From an optimization exercise on the open Yosys and OpenROAD flow, aimed at small area; shortcuts taken in it are not production practice.
Function was checked by simulation only, so behaviour that the tests miss may differ from the original.
No activity file was given, so power comes from the tool's default toggle rates.

==> v23 <==
Design mbus_ascii_core, start of the top module:
module mbus_ascii_core (
    input             clk,
    input             rst,          
    input             host_valid,
    output            host_ready,
    input      [2:0]  host_op,      
    input      [15:0] host_addr,    
    input      [15:0] host_wdata,
    output reg        rsp_valid,
    output reg [15:0] rsp_data
);
    localparam integer N = 51;      
    localparam [2:0] OP_RDREG = 3'd0, OP_WRREG = 3'd1, OP_RDIB = 3'd2,
                     OP_WRIB  = 3'd3, OP_RDOB  = 3'd4;
    localparam [7:0] STX = 8'h02, ETX = 8'h03, ACK = 8'h06, NAK = 8'h15;
    localparam [2:0] M_NONE = 3'd0, M_DPDEC = 3'd1, M_DPENC = 3'd2, M_CKSUM = 3'd3,
                     M_BUILD = 3'd4, M_ACK = 3'd6, M_NAK = 3'd7;
    function [16:0] radd(input [15:0] a, input [15:0] b, input ci);
        integer k;
        reg c;
        begin
            c = ci;
            for (k = 0; k < 16; k = k + 1) begin
                radd[k] = a[k] ^ b[k] ^ c;
                c = (a[k] & b[k]) | (c & (a[k] ^ b[k]));
            end
            radd[16] = c;
        end
    endfunction
    function ge(input [15:0] a, input [15:0] b);
        reg [16:0] s;
        begin
            s  = radd(a, ~b, 1'b1);
            ge = s[16];
        end
    endfunction
    function [7:0] hex_digit(input [3:0] v);
        reg [16:0] s;
        begin
            s = radd({13'd0, v[2:0]}, 16'hFFFF, 1'b0);
            hex_digit = (v[3] & (v[2] | v[1])) ? {5'b01000, s[2:0]} : {4'h3, v};
        end
    endfunction
    function is_digit(input [7:0] b);
  ...
Settings: LEC_CHECK=0, ABC_AREA=1, CAP_MARGIN=20, CORE_MARGIN=2, CORE_UTILIZATION=40, PLACE_DENSITY=0.6, SLEW_MARGIN=20; clock period 10.0 ns.
standard.sh (not shown) runs the stock make flow with config.mk's settings and CLKGATE_MAP_FILE= SYNTH_SCRIPT=/design/flow/synth_recipe.tcl, a recipe that flattens the netlist after the stock synthesis.
==> flow/flow/run.sh <==
#!/bin/bash
# The standard layout (the standard.sh, unchanged synthesis), with a
# leaner clock tree: small clock buffers in small clusters and no dummy
# balancing loads; and minimum-size buffers on the ports.
set -euo pipefail
export CTS_ARGS="-sink_clustering_enable -repair_clock_nets -dont_use_dummy_load -buf_list sky130_fd_sc_hd__clkbuf_4 -sink_clustering_size 10 -sink_clustering_max_diameter 35"
export BUFFER_PORTS_ARGS="-buffer_cell sky130_fd_sc_hd__buf_1"
bash standard.sh > standard.log 2>&1
==> v10 (differences from v23) <==
--- a/flow/design.v
+++ b/flow/design.v
@@ -180,53 +180,61 @@
             OP_RDREG:         begin need_wait = rr_wait; tgt = rr_tgt; end
             OP_WRREG:         begin need_wait = r_arg;   tgt = rr_tgt; end
             default:          begin need_wait = ob_wait; tgt = ob_tgt; end
         endcase
     end
     assign host_ready = !busy && (!need_wait || pos == tgt);
     wire accept = host_valid && host_ready;
-    wire rd_reg = (host_op == OP_RDREG);
-    wire rd_ob  = (host_op == OP_RDOB) && ob_in;
-    wire ra_lo  = (radr[7:4] == 4'h0);
-    wire ra_hi  = (radr[7:4] == 4'h1);
     wire [7:0] pbyte = {hb[7], b0};
-    wire s_a0    = (host_op == OP_RDIB && ib_in) || (rd_reg && r_arg);
-    wire s_ilen  = rd_reg && ra_lo && radr[3:0] == 4'h4;
-    wire s_stat  = rd_reg && ra_lo && radr[3:0] == 4'h8;
-    wire s_flags = rd_reg && ra_lo && radr[3:0] == 4'h9;
-    wire s_olen  = rd_reg && ra_lo && radr[3:0] == 4'hA;
-    wire s_kind  = rd_reg && ra_lo && radr[3:0] == 4'hB && m_parse;
-    wire s_dec   = rd_reg && ra_lo && ((radr[3:2] == 2'b11 && radr[1:0] != 2'b11 && m_parse) ||
-                                       (radr[3:0] == 4'hF && m_dpdec));
-    wire s_sum   = rd_reg && ra_lo && radr[3:0] == 4'hF && (m_cksum || ck);
-    wire s_code  = rd_reg && ra_hi && radr[3:0] == 4'h0 && mode == M_NAK;
-    wire s_desc  = rd_reg && ra_hi && radr[3:0] == 4'h1 && mode == M_NAK;
-    wire ob_b    = m_build && !b_hdr && !b_item;          
-    wire s_pb    = s_code || rd_ob && !m_dpenc && !m_cksum && !m_build;
-    wire s_b0    = s_pb || rd_ob && m_build && b_item;
-    wire s_hch   = rd_ob && (m_dpenc || m_build && b_hdr && oi != 6'd0);
-    wire s_hex   = rd_ob && (m_cksum || ob_b && ck && t[5:2] == 4'b1111 && t[1] != t[0]);
-    wire s_stx   = rd_ob && m_build && oi == 6'd0;
-    wire s_etx   = rd_ob && ob_b && !(ck && t[5:2] == 4'b1111 && t[1] != t[0]);
-    wire [15:0] rdata =
-        ({16{s_a0}}    & {8'd0, a0}) |
-        ({16{s_ilen}}  & ilen) |
-        ({16{s_stat}}  & {12'd0, status}) |
-        ({16{s_flags}} & {14'd0, flags}) |
-        ({16{s_olen}}  & {10'd0, olen}) |
-        ({16{s_kind}}  & {14'd0, mode[0], ~mode[0]}) |
-        ({16{s_dec}}   & dec) |
-        ({16{s_sum}}   & {8'd0, sum}) |
-        ({16{s_pb}}    & {8'd0, hb[7], 7'd0}) |
-        ({16{s_b0}}    & {9'd0, b0}) |
-        ({16{s_desc}}  & {8'd0, nak_desc(pbyte)}) |
-        ({16{s_hch}}   & {8'd0, hchar}) |
-        ({16{s_hex}}   & {8'd0, hexc}) |
-        ({16{s_stx}}   & {8'd0, STX}) |
-        ({16{s_etx}}   & {8'd0, ETX});
+    reg [15:0] reg_rdata;
+    always @(*) begin
+        case (radr)
+            8'h01, 8'h02, 8'h03:
+                     reg_rdata = {8'd0, a0};
+            8'h04:   reg_rdata = ilen;
+            8'h08:   reg_rdata = {12'd0, status};
+            8'h09:   reg_rdata = {14'd0, flags};
+            8'h0A:   reg_rdata = {10'd0, olen};
+            8'h0B:   reg_rdata = {14'd0, m_parse & mode[0], m_parse & ~mode[0]};
+            8'h0C, 8'h0D, 8'h0E:
+                     reg_rdata = m_parse ? dec : 16'd0;
+            8'h0F:   reg_rdata = m_dpdec ? dec : (m_cksum || ck) ? {8'd0, sum} : 16'd0;
+            8'h10:   reg_rdata = (mode == M_NAK) ? {8'd0, pbyte} : 16'd0;
+            8'h11:   reg_rdata = (mode == M_NAK) ? {8'd0, nak_desc(pbyte)} : 16'd0;
+            default: reg_rdata = 16'h0000;
+        endcase
+    end
+    reg [7:0] ob_rdata;
+    always @(*) begin
+        if (m_dpenc)
+            ob_rdata = hchar;
+        else if (m_cksum)
+            ob_rdata = hexc;
+        else if (m_build) begin
+            if (oi == 6'd0)
+                ob_rdata = STX;
+            else if (b_hdr)
+                ob_rdata = hchar;
+            else if (b_item)
+                ob_rdata = {1'b0, b0};
+            else if (ck && t[5:2] == 4'b1111 && t[1] != t[0])
+                ob_rdata = hexc;
+            else
+                ob_rdata = ETX;
+        end else
+            ob_rdata = pbyte;
+    end
+    reg [15:0] rdata;
+    always @(*) begin
+        case (host_op)
+            OP_RDREG: rdata = reg_rdata;
+            OP_RDIB:  rdata = ib_in ? {8'd0, a0} : 16'd0;
+            default:  rdata = ob_in ? {8'd0, ob_rdata} : 16'd0;
+        endcase
+    end
     always @(posedge clk) begin
         rsp_data  <= rdata;
         rsp_valid <= !rst && accept && host_op != OP_WRREG && host_op != OP_WRIB;
     end
     wire [16:0] r_s  = radd({10'd0, L}, ~{10'd0, pos}, 1'b0);
     wire [6:0]  r    = r_s[6:0];
     wire        in_L = !r[6];
==> v5 (differences from v23) <==
--- a/flow/design.v
+++ b/flow/design.v
@@ -240,39 +240,28 @@
         end
     end
     wire args_at = (pos[5:4] == 2'b11);      
     wire do_sum  = (m_build && ((p1 || p2) && args_at || p2 && in_L)) ||
                    (m_cksum && p1 && in_L) ||
                    (m_parse && p1 && pos != 6'd0 && in_L && ge({9'd0, r}, 16'd3));
     wire [16:0] sum_s = radd({8'd0, sum}, {8'd0, (m_build && args_at) ? hchar : a0}, 1'b0);
-    wire [5:0]  ooff  = {2'b10, ck, 1'b0};
-    wire [16:0] ol_s  = radd({10'd0, L}, m_build ? {10'd0, ooff} : ~{10'd0, ooff}, !m_build);
+    wire        pay   = m_parse && p3 && ge({10'd0, pos}, 16'd7) && in_L && ge({9'd0, r}, {14'd0, ck, 1'b1});
+    wire        ol_up = pay || m_build && p2 && (in_L || ck && args_at && !pos[1]);
+    wire [16:0] ol_s  = radd({10'd0, olen}, 16'd0, 1'b1);
     wire [1:0] nlaps     = m_parse ? 2'd3 : m_build ? 2'd2 : 2'd1;
     wire       final_lap = (lap == nlaps);
-    reg        err;
-    reg  [3:0] err_code;
-    always @(*) begin
-        err = 1'b0;
-        err_code = 4'h0;
-        if (m_build && p1) begin
-            if (args_at && ge({8'd0, a0}, 16'd100)) begin err = 1'b1; err_code = 4'h6; end
-            if (in_L && a0[7])                      begin err = 1'b1; err_code = 4'h7; end
-        end
-        if (m_dpenc && p1 && pos == 6'd48 && ge({8'd0, a0}, 16'd100)) begin err = 1'b1; err_code = 4'h6; end
-        if (m_parse && p1) begin
-            if (pos == 6'd0 && a0 != ACK && a0 != NAK) begin err = 1'b1; err_code = 4'h2; end
-            if (r == 7'd0 && a0 != ETX)               begin err = 1'b1; err_code = 4'h3; end
-        end
-        if (m_parse && p2) begin
-            if (pos == 6'd3 && dec == 16'd1 && !ge({10'd0, L}, 16'd10)) begin err = 1'b1; err_code = 4'h4; end
-            if (ck && (r == 7'd2 || r == 7'd1) && a0 != hexc)          begin err = 1'b1; err_code = 4'h5; end
-        end
-        if (m_parse && p3 && !is_nak && a0[7] && ge({10'd0, pos}, 16'd7) && in_L &&
-            ge({9'd0, r}, {14'd0, ck, 1'b1})) begin err = 1'b1; err_code = 4'hA; end
-    end
+    wire e6 = (m_build || m_dpenc && pos[1:0] == 2'd0) && p1 && args_at && ge({8'd0, a0}, 16'd100);
+    wire e7 = m_build && p1 && in_L && a0[7];
+    wire e2 = m_parse && p1 && pos == 6'd0 && a0 != ACK && a0 != NAK;
+    wire e3 = m_parse && p1 && r == 7'd0 && a0 != ETX;
+    wire e4 = m_parse && p2 && pos == 6'd3 && dec == 16'd1 && !ge({10'd0, L}, 16'd10);
+    wire e5 = m_parse && p2 && ck && (r == 7'd2 || r == 7'd1) && a0 != hexc;
+    wire eA = pay && !is_nak && a0[7];
+    wire       err      = e6 | e7 | e2 | e3 | e4 | e5 | eA;
+    wire [3:0] err_code = {eA, e6 | e7 | e4 | e5, e6 | e7 | e2 | e3 | eA, e7 | e3 | e5};
     wire nak_bad = is_nak && (L != {4'b0010, ck, 1'b1});
     wire ilen_big = ge(ilen, 16'd49);
     task result(input [3:0] st, input [2:0] md, input [1:0] fl, input [5:0] ol);
         begin
             status <= st;
             mode   <= md;
             flags  <= fl;
@@ -309,15 +298,15 @@
                             8'h02: start(M_DPDEC, 2'b01, 6'd0);
                             8'h03: begin
                                 if (ilen_big) result(4'hB, M_NONE, 2'b00, 6'd0);
                                 else          start(M_CKSUM, 2'b00, 6'd2);
                             end
                             8'h04: begin
                                 if (ilen_big) result(4'hB, M_NONE, 2'b00, 6'd0);
-                                else          start(M_BUILD, 2'b00, 6'd0);
+                                else          start(M_BUILD, 2'b00, 6'd8);
                             end
                             8'h05: begin
                                 if (ilen_big) result(4'hB, M_NONE, 2'b00, 6'd0);
                                 else if (ilen[15:3] == 13'd0) result(4'h1, M_NONE, 2'b00, 6'd0);
                                 else          start(M_ACK, 2'b01, 6'd0);
                             end
                             default: result(4'hC, M_NONE, 2'b00, 6'd0);
@@ -336,25 +325,21 @@
                 ((m_parse && pos[5:3] == 3'd0 && pos[2:0] != 3'd0 && pos[2:0] != 3'd7) ||
                  (m_dpdec && (pos == 6'd48 || pos == 6'd49))))
                 flags[0] <= 1'b0;
             if (m_build && p1 && pos == 6'd49) flags[1] <= (a0 == 8'd1);
             if (m_parse && p2 && pos == 6'd3)  flags[1] <= (dec == 16'd1);
             if (p1 && pos == 6'd0) is_nak <= (a0 == NAK);
             if (do_sum) sum <= sum_s[7:0];
+            if (ol_up) olen <= ol_s[5:0];
             if (err && status == 4'h0) status <= err_code;
             if (lap_end && final_lap) begin
                 busy <= 1'b0;
                 if (status != 4'h0 || (m_parse && nak_bad)) begin
                     result((status != 4'h0) ? status : 4'h9, M_NONE, 2'b00, 6'd0);
-                end else if (m_build) begin
-                    olen <= ol_s[5:0];
-                end else if (m_parse) begin
-                    if (is_nak) begin
-                        mode <= M_NAK;
-                        olen <= 6'd1;
-                    end else
-                        olen <= ol_s[5:0];
+                end else if (m_parse && is_nak) begin
+                    mode <= M_NAK;
+                    olen <= 6'd1;
                 end
             end
         end
     end
 endmodule
==> notes <==
v5 finished clean. v23 ran to the end with no violations. v10 passed the timing, design-rule and antenna checks. Against v10, the non-clock buffer count of v5 is lower by 9. Cell count, lowest first: v5, v23, v10. The lowest global-route usage belongs to v5, the highest to v10. Synthesized cell count: v23 is higher than v5 (about 0.5%).
==> figures <==
Post-DR wirelength/cell: v5 15.9 um; v10 17.1 um; v23 16.2 um
Fraction of the mapped netlist area in adder cells: v5 0.0520; v10 0.0523; v23 0.0528
Die footprint: v5 0.0589 mm2; v10 0.0601 mm2; v23 0.0591 mm2
Largest net degree at the start of global routing: v5 30; v10 33; v23 30
Number of inserted diodes: v5 1; v10 2; v23 2
Final cell area excluding filler cells: v5 0.0246 mm2; v10 0.0252 mm2; v23 0.0248 mm2
Clock Latency Late Sink: v5 0.85 ns; v10 0.84 ns; v23 0.89 ns
Run status: v5 complete, no violations; v10 complete, no violations; v23 complete, no violations
Vertical die dimension: v5 243 um; v10 245 um; v23 243 um
Sum of met2 wire segment lengths after detailed routing: v5 18000 um; v10 21200 um; v23 19800 um

==> 11-03 <==
mbus_ascii_core, a different RTL version from the one above (not shown whole).
Settings: LEC_CHECK=0, ABC_AREA=1, CAP_MARGIN=20, CORE_MARGIN=2, CORE_UTILIZATION=40, PLACE_DENSITY=0.6, SLEW_MARGIN=20; clock period 10.0 ns.
Scripts as last shown in full above: flow/flow/run.sh
==> 06-20: changes against 11-03 <==
==> flow/run.sh (new file) <==
#!/bin/bash
# synth_recipe.tcl (not shown) runs the flow's synth.tcl, then flattens the netlist and writes it again
# the make line also repeats each setting of config.mk as NAME=value (left out here)
make -C /OpenROAD-flow-scripts/flow DESIGN_CONFIG=/design/flow/config.mk WORK_HOME=/design/flow/orfs CLKGATE_MAP_FILE= SYNTH_SCRIPT=/design/flow/synth_recipe.tcl finish
removed: flow/flow/run.sh
removed: flow/standard.sh
==> results.txt <==
11-03 finished clean. 06-20 produced a clean layout.
In 06-20 the register-to-register slack is worse than in 11-03, by 0.03 ns.
In synthesized cell count, 06-20 and 11-03 do not differ.
Of 06-20 and 11-03, 06-20 has the higher combinational power (gap about 8%, measured against 11-03).
Against 11-03, the clock power of 06-20 is larger by about 110%.
In critical path depth, 06-20 and 11-03 do not differ.
==> figures <==
metric                                                06-20      11-03
Outcome                            timing/DRC/antenna clean  timing/DRC/antenna clean
Static leakage                                    0.0114 uW  0.0104 uW
Total global routing track utilization                18.4%      18.4%
Met2 wire length                                   23800 um   23700 um
Total combinational power                            135 uW     125 uW
Sequential portion of the cell area                   61.3%      66.5%
Antenna violations before repair                          6          5
Flop+latch power                                    3400 uW    3390 uW
Final hold slack                                   0.310 ns   0.247 ns
Setup slack of the most critical reg-to-reg path    2.77 ns    2.80 ns
Ratio of layout area to synthesized area             1.172x     1.080x

==> inputs of trial 38 <==
mbus_ascii_core, a different RTL version from the one above (not shown whole).
Settings: LEC_CHECK=0, ABC_AREA=0, ABC_CLOCK_PERIOD_IN_PS=10000, CAP_MARGIN=20, CORE_MARGIN=2, CORE_UTILIZATION=40, PLACE_DENSITY=0.6, SLEW_MARGIN=20; clock period 10.0 ns.
==> flow/flow/run.sh <==
#!/bin/bash
# The standard layout (the standard.sh, unchanged synthesis), with a
# leaner clock tree: small clock buffers in small clusters and no dummy
# balancing loads; and minimum-size buffers on the ports.
set -euo pipefail
export CTS_ARGS="-sink_clustering_enable -repair_clock_nets -dont_use_dummy_load -buf_list sky130_fd_sc_hd__clkbuf_4 -sink_clustering_size 11 -sink_clustering_max_diameter 40"
export BUFFER_PORTS_ARGS="-buffer_cell sky130_fd_sc_hd__buf_1"
bash standard.sh > standard.log 2>&1
==> inputs of trial 78, as changes to trial 38 <==
--- a/flow/flow/run.sh
+++ b/flow/flow/run.sh
@@ -5,3 +5,3 @@
 set -euo pipefail
-export CTS_ARGS="-sink_clustering_enable -repair_clock_nets -dont_use_dummy_load -buf_list sky130_fd_sc_hd__clkbuf_4 -sink_clustering_size 11 -sink_clustering_max_diameter 40"
+export CTS_ARGS="-sink_clustering_enable -repair_clock_nets -dont_use_dummy_load -buf_list sky130_fd_sc_hd__clkbuf_4 -sink_clustering_size 10 -sink_clustering_max_diameter 35"
 export BUFFER_PORTS_ARGS="-buffer_cell sky130_fd_sc_hd__buf_1"
==> results.txt <==
| quantity | trial 38 | trial 78 |
|---|---|---|
| Count of non-filler cells in the finished layout | 2583 | 2593 |
| Proportion of cell area occupied by registers | 0.692 | 0.690 |
| Slew headroom | 0.310 | 0.317 |
| Synth-to-layout area growth | 7.84% | 8.19% |
| Clock skew after layout | 93.9 ps | 126 ps |
| Signal buffers share of area | 0.0119 | 0.0118 |
| Shortest clock period the worst path allows after layout | 8620 ps | 8630 ps |
| Number of DRC violations after detailed-routing iteration 0 | 847 | 933 |
| Clock power share | 0.285 | 0.293 |
| Run status | complete, no violations | complete, no violations |
| Global-route wire length before repair | 68700 um | 68900 um |
| Combinational-cell power consumption | 72.2 uW | 72.1 uW |
| Leakage | 0.00952 uW | 0.00958 uW |
| TritonRoute pass-1 iters | 5 | 7 |
| Clock buf count | 96 | 107 |

static timing again, ports no longer ideal:
How much do the figures lean on ideal ports? The routed layouts below were timed once more, with nothing changed but the port constraints.
Step 1 sets driving cells, clkbuf_16 on the clock port and buf_2 on the other inputs (assumed; they add their load-dependent delay and slew).
Step 2 adds t to the input delays and takes it off the output delays; t is the mean of the earliest and latest rising clock arrival at the registers after step 1. Input paths then give back, and output paths get back, about the clock's delay inside the block.
Slacks: no drivers / after step 1 / after step 2; pairs: no drivers / after step 1.
run	shift t [ns]	setup WS [ns]	clock arrival spread, ns	worst data-port slew with drivers (ns)
v23	0.873	2.390 / 2.367 / 2.367	0.145 / 0.145	0.04
v10	0.842	1.567 / 1.540 / 1.540	0.101 / 0.102	0.07
v5	0.851	2.346 / 2.319 / 2.319	0.120 / 0.120	0.06
11-03	0.891	1.783 / 1.697 / 1.615	0.146 / 0.145	0.12
06-20	0.680	0.886 / 0.781 / 0.781	0.036 / 0.036	0.15
trial 38	0.842	1.375 / 1.356 / 1.356	0.122 / 0.121	0.09
trial 78	0.853	1.368 / 1.349 / 1.349	0.152 / 0.152	0.09
After both steps setup and hold are still met in every run listed. The setup slack of 11-03, which loses most, moves by -0.086 ns with the drivers and by -0.168 ns with both steps.
